Context: an optimization exercise on an open-source flow, tuned for small area, a short achievable clock period and few clock cycles per item. The choices shown serve that exercise and are no tape-out recipe. Function was checked by simulation only, so behaviour that the tests miss may differ from the original. No activity file was given, so power comes from the tool's default toggle rates.

lane 1:
// scb_bank
module scb_bank (
    input  wire         clk,
    input  wire         rst,           
    input  wire         cmd_valid,
    output wire         cmd_ready,
    input  wire [2:0]   cmd_op,
    input  wire [7:0]   cmd_id,
    input  wire [15:0]  cmd_val,
    input  wire [253:0] cmd_bank,
    output reg          rsp_valid,
    output wire [7:0]   rsp_status,
    output wire [7:0]   rsp_detail,
    output reg  [14:0]  rsp_value,
    output reg  [4:0]   rsp_index,
    output wire [253:0] rsp_bank
);
export LEC_CHECK = 0
export ABC_AREA = 1
export CAP_MARGIN = 40
export CORE_MARGIN = 2
export CORE_UTILIZATION = 40
export CTS_BUF_LIST = sky130_fd_sc_hd__clkbuf_4
export SLEW_MARGIN = 40
export TNS_END_PERCENT = 10
create_clock -name core_clock -period 50.0 [get_ports {clk}]
standard.sh (not shown) runs the stock make flow with config.mk's settings and CLKGATE_MAP_FILE= SYNTH_SCRIPT=/design/flow/synth_recipe.tcl, a recipe that flattens the netlist after the stock synthesis.
==> flow/flow/run.sh <==
#!/bin/bash
# Standard ORFS layout, with two changes to how it is made:
#  - ports are buffered with sky130_fd_sc_hd__buf_1 instead of the buffer
#    buffer_ports picks by itself (clkdlybuf4s50_1);
#  - repair_timing is asked to keep a setup slack margin, so the resizer works
#    on the critical paths although the 50 ns clock is met with a wide margin.
# The design, clock period and constraints are the standard flow's, unchanged.
set -euo pipefail
export BUFFER_PORTS_ARGS="-buffer_cell sky130_fd_sc_hd__buf_1"
export SETUP_SLACK_MARGIN=38.5
bash standard.sh > standard.log 2>&1
Testbench counts of lane 1, summed over its fixed seeds: cycles 16,527, commands 16,000.
What lane 2 does differently from lane 1 at the input level:
Settings: changing SLEW_MARGIN from 40 to 20; changing CAP_MARGIN from 40 to 20.
--- a/flow/flow/run.sh
+++ b/flow/flow/run.sh
@@ -9,3 +9,3 @@
 export BUFFER_PORTS_ARGS="-buffer_cell sky130_fd_sc_hd__buf_1"
-export SETUP_SLACK_MARGIN=38.5
+export SETUP_SLACK_MARGIN=39
 bash standard.sh > standard.log 2>&1
Findings:
Of lane 2 and lane 1, the run reporting the lower worst slew margin relative to its limit was lane 2. Lane 1 | status: complete | timing, DRC, antenna: pass. Lane 2: no failed stages, no open violations at the end. Going from lane 1 to lane 2, core utilization grows by 6.6 points. Sort lane 2 and lane 1 by non-clock buffer share of cell area desc -> top: lane 2. Lane 2: clock share of power 1.4 points below lane 1. Diff lane 2 and lane 1: aggregate global-route resource usage higher in lane 1. Sort lane 2 and lane 1 by share of post-route cells with drive strength above 1, ascending, and lane 1 comes first. Final HPWL from detailed placement, lane 2 vs lane 1: down by a few percent. Lane 1 -> lane 2: count of H-tree levels built during CTS delta 0, exact match. Compared lane 2 vs lane 1, and power is up in lane 2. Summary of lane 2 over lane 1: wire length of the first global-routing pass roughly the same, sequential cell fraction of total power lower.
Input changes introduced in lane 3 (baseline for comparison: lane 2):
Settings: TNS_END_PERCENT: 10 -> unset.
--- a/flow/flow/run.sh
+++ b/flow/flow/run.sh
@@ -9,3 +9,3 @@
 export BUFFER_PORTS_ARGS="-buffer_cell sky130_fd_sc_hd__buf_1"
-export SETUP_SLACK_MARGIN=39
+export SETUP_SLACK_MARGIN=37.5
 bash standard.sh > standard.log 2>&1
==> summary.txt <==
- Lane 3 was carried through to the last stage, and its layout satisfied the timing, design-rule and antenna checks.
- Lane 3 vs lane 2: power drawn by the clock network up by a few percent
- | sequential power | lane 3 vs lane 2 | ≈ equal |
- From lane 2 to lane 3 the numbers moved as follows: areal power density over the cells rose by 1.5 nW/um^2; slew at the pin with the worst max-slew slack fell by 0.038 ns; wire length fell by about 5.5%; proportion of cell area occupied by registers rose by 1.4 points; detailed-routing iteration count for the pre-antenna-repair pass fell by 1.
- Worst path setup slack after routing delta (lane 3 − lane 2): unfavourable
- Against lane 2, lane 3 comes in 11% lower on power.
- Final standard cell area without fillers was higher in lane 2 than in lane 3.
Inputs modified between lane 3 and lane 4:
Settings: an added TNS_END_PERCENT of 10; a change of CAP_MARGIN from 20 to 40; a change of SLEW_MARGIN from 20 to 40.
--- a/flow/flow/run.sh
+++ b/flow/flow/run.sh
@@ -9,3 +9,3 @@
 export BUFFER_PORTS_ARGS="-buffer_cell sky130_fd_sc_hd__buf_1"
-export SETUP_SLACK_MARGIN=37.5
+export SETUP_SLACK_MARGIN=38.8
 bash standard.sh > standard.log 2>&1
Results
The higher worst path buffer plus inverter count of lane 4 and lane 3 is in lane 3. Compared with lane 3, lane 4 shows via count of the routed design that has gone up by a few percent. Lane 4 reports its endpoint of the most critical setup path as rsp_bank[141] while lane 3 reports nbank[231]. From lane 3 to lane 4, starting utilization of the core area did not move at all. Per the comparison of lane 4 with lane 3, area of all placed cells without fillers picked up an extra 3500 um^2, post-layout utilization of the core climbed 5.8 points, antenna diode instance count higher, global-route met2 utilization increased by 1.1 points relative to the old numbers. Looking at clock share of power, lane 4 sits below lane 3. Internal power contribution on lane 4 is up relative to lane 3. Comparing lane 4 and lane 3, post-CTS setup buffer count is lower on lane 3.
### lane 4 -> lane 5
Settings: a change of SLEW_MARGIN from 40 to 20; a deleted TNS_END_PERCENT that had been 10; a change of CORE_UTILIZATION from 40 to 75; a change of CAP_MARGIN from 40 to 20.
--- a/flow/flow/run.sh
+++ b/flow/flow/run.sh
@@ -9,3 +9,3 @@
 export BUFFER_PORTS_ARGS="-buffer_cell sky130_fd_sc_hd__buf_1"
-export SETUP_SLACK_MARGIN=38.8
+export SETUP_SLACK_MARGIN=38
 bash standard.sh > standard.log 2>&1
Notes after the runs:
- Of lane 4 and lane 5, only lane 5 never reached the final stage.
- Lane 5 vs. lane 4: die extent in x down about 27%; adder and majority cell fraction of the synthesized area roughly the same; quantity of hold-fixing buffers added after cts barely changed.
- Lane 5 ends up with a initial core utilization that is 36 points higher than in lane 4.
- The final weighted congestion in routability-driven placement in lane 4 is 0.77 times that in lane 5.
- From lane 4 to lane 5 the numbers moved as follows: vertical extent of the die went down 66 um, worst slack after detailed placement up 0.83 ns, site row count -25, placed wire-length estimate decreased 14%.

## static timing again, ports no longer ideal
The results above use ideal ports. As a check the final layouts listed here were re-extracted and re-timed, cells and wires unchanged. Step 1 (the two cells are an assumption about what drives the block):
set clk [get_ports {clk}]
set_driving_cell -lib_cell sky130_fd_sc_hd__clkbuf_16 $clk
set_driving_cell -lib_cell sky130_fd_sc_hd__buf_2 [delete_from_list [all_inputs] $clk]
Step 2 also shifts input and output timing later by t, the mid clock arrival at the registers, as if the neighbouring blocks saw the same clock. a / b / c = ideal ports / drivers / drivers and shift; a / b = the first two.
run	t, ns	setup slack, ns	latest minus earliest clock arrival (ns)	cell pins on the clock port's net
lane 1	0.912	38.379 / 38.314 / 37.549	0.056 / 0.056	1
lane 2	0.936	38.431 / 38.398 / 37.535	0.098 / 0.098	1
lane 3	0.951	37.746 / 37.788 / 36.838	0.061 / 0.061	1
lane 4	0.943	38.467 / 38.403 / 37.694	0.069 / 0.069	1
After both steps every run listed still meets setup and hold. The setup slack of lane 3, which loses most, moves by +0.042 ns with the drivers and by -0.908 ns with both steps.
